This design comes from an exercise in tuning for small area on the open sky130 flow, not from production work.
RTL that was checked went through simulation tests only; none was proved equivalent to the original.
Power figures rest on the tool's default switching activity, not on a simulated workload.

Setup of the reference run:
==> flow/design.v <==
module ts0710_crc_step (
    input  wire [7:0] crc_in,
    input  wire [7:0] data,
    output reg  [7:0] crc_out
);
    integer k;
    always @* begin
        crc_out = crc_in ^ data;
        for (k = 0; k < 8; k = k + 1) begin
            if (crc_out[0])
                crc_out = (crc_out >> 1) ^ 8'hE0;
            else
                crc_out = crc_out >> 1;
        end
    end
endmodule
module ts0710_rx (
    input  wire        clk,
    input  wire        rst,
    input  wire        compat,      
    input  wire        flush,       
    input  wire        rx_valid,
    input  wire [7:0]  rx_data,
    output reg         code_valid,
    output reg  [3:0]  code,
    output wire [7:0]  frm_addr,
    output wire [7:0]  frm_ctrl,
    output wire [15:0] frm_len,
    output wire [7:0]  frm_fcs,
    output reg         pay_valid,
    output wire [7:0]  pay_data,
    output reg         in_frame,
    output reg  [15:0] acc_len
);
    localparam [7:0] FLAG = 8'hF9;
    localparam [7:0] CRC_INIT = 8'hEB;
    localparam [7:0] CRC_RES  = 8'hCF;
    reg  [7:0]  addr_r;
    reg  [7:0]  ctrl_r;
    reg  [15:0] len_r;       
    reg         long_r;      
    reg         ff_r;        
    reg         past_r;      
    reg  [7:0]  crc_r;
    reg  [7:0]  b1;          
    reg  [7:0]  b2;          
    assign frm_addr = addr_r;
    assign frm_ctrl = ctrl_r;
    assign frm_len  = len_r;
    assign frm_fcs  = b2;
    assign pay_data = b2;
    wire [7:0] crc_next;
    ts0710_crc_step u_crc (.crc_in(crc_r), .data(b1), .crc_out(crc_next));
    wire is_flag  = (rx_data == FLAG);
    wire at_cap   = acc_len[15] & acc_len[2] & acc_len[1];
    wire overflow = in_frame & ~flush & at_cap;
    wire inf      = in_frame & ~flush & ~at_cap;    
    wire idx1     = (acc_len == 16'd1);
    wire idx2     = (acc_len == 16'd2);
    wire idx3     = (acc_len == 16'd3);
    wire idx4     = (acc_len == 16'd4);
    wire idx5     = (acc_len == 16'd5);
    wire collapse = is_flag & idx1;
    wire [15:0] flen = acc_len - (long_r ? 16'd6 : 16'd5);
    wire exact    = (flen == len_r);
    wire complete = is_flag & (exact | past_r);
    wire ctrl_uih = ((ctrl_r & 8'hEF) == 8'hEF);
    wire ctrl_ua  = ((ctrl_r & 8'hEF) == 8'h63);
    wire quirk    = compat & ff_r;
    wire fcs_ok   = (compat & ctrl_ua) | (crc_next == CRC_RES);
    wire append   = rx_valid & inf & ~collapse;
    wire hdr_cov  = (acc_len[15:3] == 13'd0) &
                    (~acc_len[2] | (~acc_len[1] & (~acc_len[0] | long_r)));
    wire pay_pos  = ~(acc_len[15:3] == 13'd0) | (acc_len[2] & acc_len[0] & ~long_r)
                  | (acc_len[2] & acc_len[1]);
    always @(posedge clk) begin
        if (rx_valid) begin
            b1 <= rx_data;
            b2 <= b1;
        end
        if (idx1) addr_r <= rx_data;
        if (idx2) ctrl_r <= rx_data;
        if (idx3) begin
            len_r  <= {9'd0, rx_data[7:1]};
            long_r <= ~rx_data[0];
            ff_r   <= (rx_data == 8'hFF);
        end
        if (idx4 && long_r) len_r[14:7] <= rx_data;
        if (append && complete) len_r <= flen;
        if (rst) len_r[15] <= 1'b0;
        if (!inf)
            crc_r <= CRC_INIT;
        else if (append && (!ctrl_uih || hdr_cov))
            crc_r <= crc_next;
        if (!inf)
            past_r <= 1'b0;
        else if (append && exact)
            past_r <= 1'b1;
        code <= 4'd2;
        if (!inf)
            code <= overflow ? (is_flag ? 4'd8 : 4'd7) : {3'd0, is_flag};
        else if (collapse)
            code <= 4'd3;
        else if (complete) begin
            if (quirk)
                code <= 4'd4;
            else if (!exact)
                code <= 4'd5;
            else if (fcs_ok)
                code <= 4'd4;
            else
                code <= 4'd6;
        end
        if (rst) begin
            code_valid <= 1'b0;
            pay_valid  <= 1'b0;
            in_frame   <= 1'b0;
            acc_len    <= 16'd0;
        end else begin
            code_valid <= rx_valid;
            pay_valid  <= append & ~complete & pay_pos;
            if (rx_valid) begin
                if (!inf) begin
                    in_frame <= is_flag;
                    acc_len  <= {15'd0, is_flag};
                end else if (complete && !collapse) begin
                    in_frame <= 1'b0;
                    acc_len  <= 16'd0;
                end else if (!collapse) begin
                    acc_len  <= acc_len + 16'd1;
                end
            end else if (flush) begin
                in_frame <= 1'b0;
                acc_len  <= 16'd0;
            end
        end
    end
endmodule
module ts0710_tx (
    input  wire        clk,
    input  wire        rst,
    input  wire        tx_start,
    input  wire [7:0]  tx_addr,
    input  wire [7:0]  tx_ctrl,
    input  wire [15:0] tx_len,
    output wire        tx_ready,
    input  wire        tx_pl_valid,
    input  wire [7:0]  tx_pl_data,
    output wire        tx_pl_ready,
    output reg         tx_valid,
    output reg  [7:0]  tx_data,
    output reg         len_err      
);
    localparam [7:0] FLAG = 8'hF9;
    localparam [2:0] S_IDLE  = 3'd0,
                     S_ADDR  = 3'd1,
                     S_CTRL  = 3'd2,
                     S_LEN0  = 3'd3,
                     S_LEN1  = 3'd4,
                     S_PAY   = 3'd5,
                     S_FCS   = 3'd6,
                     S_CLOSE = 3'd7;
    reg [2:0]  state;
    reg [7:1]  addr_r;
    reg [7:0]  ctrl_r;
    reg [14:0] len_r;
    reg [7:0]  crc_r;
    wire       ctrl_uih  = ((ctrl_r & 8'hEF) == 8'hEF);
    wire       short_len = (len_r[14:7] == 8'd0);
    wire       hi_zero   = (len_r[14:1] == 14'd0);
    wire [7:0] len_b0    = {len_r[6:0], short_len};
    wire [7:0] len_b1    = len_r[14:7];
    assign tx_ready    = (state == S_IDLE);
    assign tx_pl_ready = (state == S_PAY);
    reg  [7:0] out_byte;
    reg        out_en;
    reg        out_cov;
    always @* begin
        out_byte = FLAG;
        out_en   = 1'b0;
        out_cov  = 1'b0;
        case (state)
            S_IDLE:  begin out_en = tx_start & ~tx_len[15]; end
            S_ADDR:  begin out_byte = {addr_r, 1'b1}; out_en = 1'b1; out_cov = 1'b1; end
            S_CTRL:  begin out_byte = ctrl_r; out_en = 1'b1; out_cov = 1'b1; end
            S_LEN0:  begin out_byte = len_b0; out_en = 1'b1; out_cov = 1'b1; end
            S_LEN1:  begin out_byte = len_b1; out_en = 1'b1; out_cov = 1'b1; end
            S_PAY:   begin out_byte = tx_pl_data; out_en = tx_pl_valid; out_cov = !ctrl_uih; end
            S_FCS:   begin out_byte = ~crc_r; out_en = 1'b1; end
            S_CLOSE: begin out_en = 1'b1; end
            default: ;
        endcase
    end
    wire [7:0] crc_next;
    ts0710_crc_step u_crc (.crc_in(crc_r), .data(out_byte), .crc_out(crc_next));
    always @(posedge clk) begin
        tx_data <= out_byte;
        if (state == S_IDLE) begin
            addr_r <= tx_addr[7:1];
            ctrl_r <= tx_ctrl;
            len_r  <= tx_len[14:0];
            crc_r  <= 8'hFF;
        end else begin
            if (out_en && out_cov)
                crc_r <= crc_next;
            if (state == S_PAY && tx_pl_valid)
                len_r <= len_r - 15'd1;
        end
        if (rst) begin
            state    <= S_IDLE;
            tx_valid <= 1'b0;
            len_err  <= 1'b0;
        end else begin
            tx_valid <= out_en;
            len_err  <= (state == S_IDLE) & tx_start & tx_len[15];
            case (state)
                S_IDLE:  if (tx_start && !tx_len[15]) state <= S_ADDR;
                S_ADDR:  state <= S_CTRL;
                S_CTRL:  state <= S_LEN0;
                S_LEN0:  state <= !short_len ? S_LEN1 : (hi_zero && !len_r[0]) ? S_FCS : S_PAY;
                S_LEN1:  state <= S_PAY;
                S_PAY:   if (tx_pl_valid && hi_zero && len_r[0]) state <= S_FCS;
                S_FCS:   state <= S_CLOSE;
                S_CLOSE: state <= S_IDLE;
                default: state <= S_IDLE;
            endcase
        end
    end
endmodule
module ts0710_codec (
    input  wire        clk,
    input  wire        rst,           
    input  wire        compat,        
    input  wire        stat_clr,      
    input  wire        rx_valid,
    input  wire [7:0]  rx_data,
    input  wire        rx_flush,      
    output wire        rx_code_valid,
    output wire [3:0]  rx_code,
    output wire [7:0]  frm_addr,
    output wire [7:0]  frm_ctrl,
    output wire [15:0] frm_len,
    output wire [7:0]  frm_fcs,
    output wire        pay_valid,
    output wire [7:0]  pay_data,
    output wire        in_frame,
    output wire [15:0] acc_len,
    input  wire        tx_start,
    input  wire [7:0]  tx_addr,
    input  wire [7:0]  tx_ctrl,
    input  wire [15:0] tx_len,
    output wire        tx_ready,
    input  wire        tx_pl_valid,
    input  wire [7:0]  tx_pl_data,
    output wire        tx_pl_ready,
    output wire        tx_valid,
    output wire [7:0]  tx_data,
    output reg  [31:0] cnt_ok,
    output reg  [31:0] cnt_framing,
    output reg  [31:0] cnt_checksum,
    output reg  [31:0] cnt_overflow,
    output reg  [3:0]  err_flags      
);
    wire tx_len_err;
    ts0710_rx u_rx (
        .clk        (clk),
        .rst        (rst),
        .compat     (compat),
        .flush      (rx_flush),
        .rx_valid   (rx_valid),
        .rx_data    (rx_data),
        .code_valid (rx_code_valid),
        .code       (rx_code),
        .frm_addr   (frm_addr),
        .frm_ctrl   (frm_ctrl),
        .frm_len    (frm_len),
        .frm_fcs    (frm_fcs),
        .pay_valid  (pay_valid),
        .pay_data   (pay_data),
        .in_frame   (in_frame),
        .acc_len    (acc_len)
    );
    ts0710_tx u_tx (
        .clk         (clk),
        .rst         (rst),
        .tx_start    (tx_start),
        .tx_addr     (tx_addr),
        .tx_ctrl     (tx_ctrl),
        .tx_len      (tx_len),
        .tx_ready    (tx_ready),
        .tx_pl_valid (tx_pl_valid),
        .tx_pl_data  (tx_pl_data),
        .tx_pl_ready (tx_pl_ready),
        .tx_valid    (tx_valid),
        .tx_data     (tx_data),
        .len_err     (tx_len_err)
    );
    wire ev_ok   = rx_code_valid && (rx_code == 4'd4);
    wire ev_bad  = rx_code_valid && (rx_code == 4'd5);
    wire ev_csum = rx_code_valid && (rx_code == 4'd6);
    wire ev_ovf  = rx_code_valid && ((rx_code == 4'd7) || (rx_code == 4'd8));
    reg clr_d;
    always @(posedge clk) begin
        if (rst) clr_d <= 1'b0;
        else     clr_d <= stat_clr;
    end
    wire keep = ~(rst | clr_d);
    function automatic [31:0] cnt_next(input [31:0] cnt, input ev, input keep, input rst);
        integer i;
        reg c;
        begin
            c = ev;
            cnt_next[0] = ~rst & ((cnt[0] & keep) ^ ev);
            for (i = 1; i < 32; i = i + 1) begin
                c = c & cnt[i-1];
                cnt_next[i] = keep & (cnt[i] ^ c);
            end
        end
    endfunction
    always @(posedge clk) begin
        cnt_ok       <= cnt_next(cnt_ok,       ev_ok,   keep, rst);
        cnt_framing  <= cnt_next(cnt_framing,  ev_bad,  keep, rst);
        cnt_checksum <= cnt_next(cnt_checksum, ev_csum, keep, rst);
        cnt_overflow <= cnt_next(cnt_overflow, ev_ovf,  keep, rst);
        err_flags    <= ({4{keep}} & err_flags) |
                        ({4{~rst}} & {tx_len_err, ev_ovf, ev_csum, ev_bad});
    end
endmodule
clock: 10.0 ns
lec_check: 0
cap_margin: 20
core_margin: 2
core_utilization: 40
slew_margin: 20
standard.sh (not shown) runs the stock make flow with config.mk's settings and CLKGATE_MAP_FILE= SYNTH_SCRIPT=/design/flow/synth_recipe.tcl, a recipe that flattens the netlist after the stock synthesis.
==> flow/flow/run.sh <==
#!/bin/bash
# The standard layout, with plain buf_1 cells as the port buffers and a
# clock tree of clkbuf_8 cells on clusters of up to 14 flip-flops.
set -euo pipefail
bash standard.sh finish "BUFFER_PORTS_ARGS=-buffer_cell sky130_fd_sc_hd__buf_1" \
  "CTS_ARGS=-sink_clustering_enable -repair_clock_nets -sink_clustering_size 14 -sink_clustering_max_diameter 60 -buf_list sky130_fd_sc_hd__clkbuf_8 -dont_use_dummy_load" > standard.log 2>&1
The final layout from the reference run, which completed every stage, passed the timing, design-rule and antenna checks at the end of the flow.
--- input diff the reference run..the trial run ---
--- a/flow/design.v
+++ b/flow/design.v
@@ -39,7 +39,6 @@
     reg  [7:0]  ctrl_r;
     reg  [15:0] len_r;       
     reg         long_r;      
-    reg         ff_r;        
     reg         past_r;      
     reg  [7:0]  crc_r;
     reg  [7:0]  b1;          
@@ -66,7 +65,8 @@
     wire complete = is_flag & (exact | past_r);
     wire ctrl_uih = ((ctrl_r & 8'hEF) == 8'hEF);
     wire ctrl_ua  = ((ctrl_r & 8'hEF) == 8'h63);
-    wire quirk    = compat & ff_r;
+    wire ff       = ~long_r & (&len_r[6:0]);
+    wire quirk    = compat & ff;
     wire fcs_ok   = (compat & ctrl_ua) | (crc_next == CRC_RES);
     wire append   = rx_valid & inf & ~collapse;
     wire hdr_cov  = (acc_len[15:3] == 13'd0) &
@@ -83,7 +83,6 @@
         if (idx3) begin
             len_r  <= {9'd0, rx_data[7:1]};
             long_r <= ~rx_data[0];
-            ff_r   <= (rx_data == 8'hFF);
         end
         if (idx4 && long_r) len_r[14:7] <= rx_data;
         if (append && complete) len_r <= flen;
Notes after the runs:
- The trial run — weighted congestion reported at the end of routability-driven placement 0.040 lower, the reference run as reference
- When the trial run is set beside the reference run, its detailed-routed wire length on met2 turns out to be about 8% smaller.
- Layout buffer count excluding clock buffers of the trial run exceeds that of the reference run slightly.
- The more densely filled core belongs to the trial run, not the reference run.
- The trial run ended up with flip-flops and latches as its cell class ranked first by area; the reference run ended up with multi-input gates.
- Diff the reference run and the trial run: relative area of non-clock buffer cells in the final design higher in the trial run
- Compared with the reference run, in the trial run synthesized area has decreased; proportion of synthesized chip area in sequential cells has increased.
- Largest net degree at the start of global routing is higher on the reference run
- Looking at critical path depth, the trial run sits about 3% higher than the reference run does.
- The trial run: global-route wire length before repair 4.6% below the reference run
- Going from the reference run to the trial run, share of total power in combinational logic shrinks by 3.0 points.
No functional check of the RTL was part of the reference run.

## afterwards: timing with drivers on the ports
How much do the figures lean on ideal ports? The routed layouts below were timed once more, with nothing changed but the port constraints.
Step 1 (the two cells are an assumption about what drives the block):
set clk [get_ports {clk}]
set_driving_cell -lib_cell sky130_fd_sc_hd__clkbuf_16 $clk
set_driving_cell -lib_cell sky130_fd_sc_hd__buf_2 [delete_from_list [all_inputs] $clk]
Step 2, shift: input delay + t, output delay - t, t = (earliest + latest rising clock arrival at the registers) / 2. This alone moves slack from input paths to output paths.
Three values: ideal, step 1, step 2; two values: the first two.
run	t (ns)	slack for setup (ns)	worst hold slack (ns)	cell pins on the clock port's net
the reference run	0.593	3.075 / 3.075 / 3.075	0.445 / 0.445 / 0.445	1
the trial run	0.599	3.102 / 3.102 / 3.102	0.460 / 0.460 / 0.460	1
After both steps setup and hold are still met in every run listed.
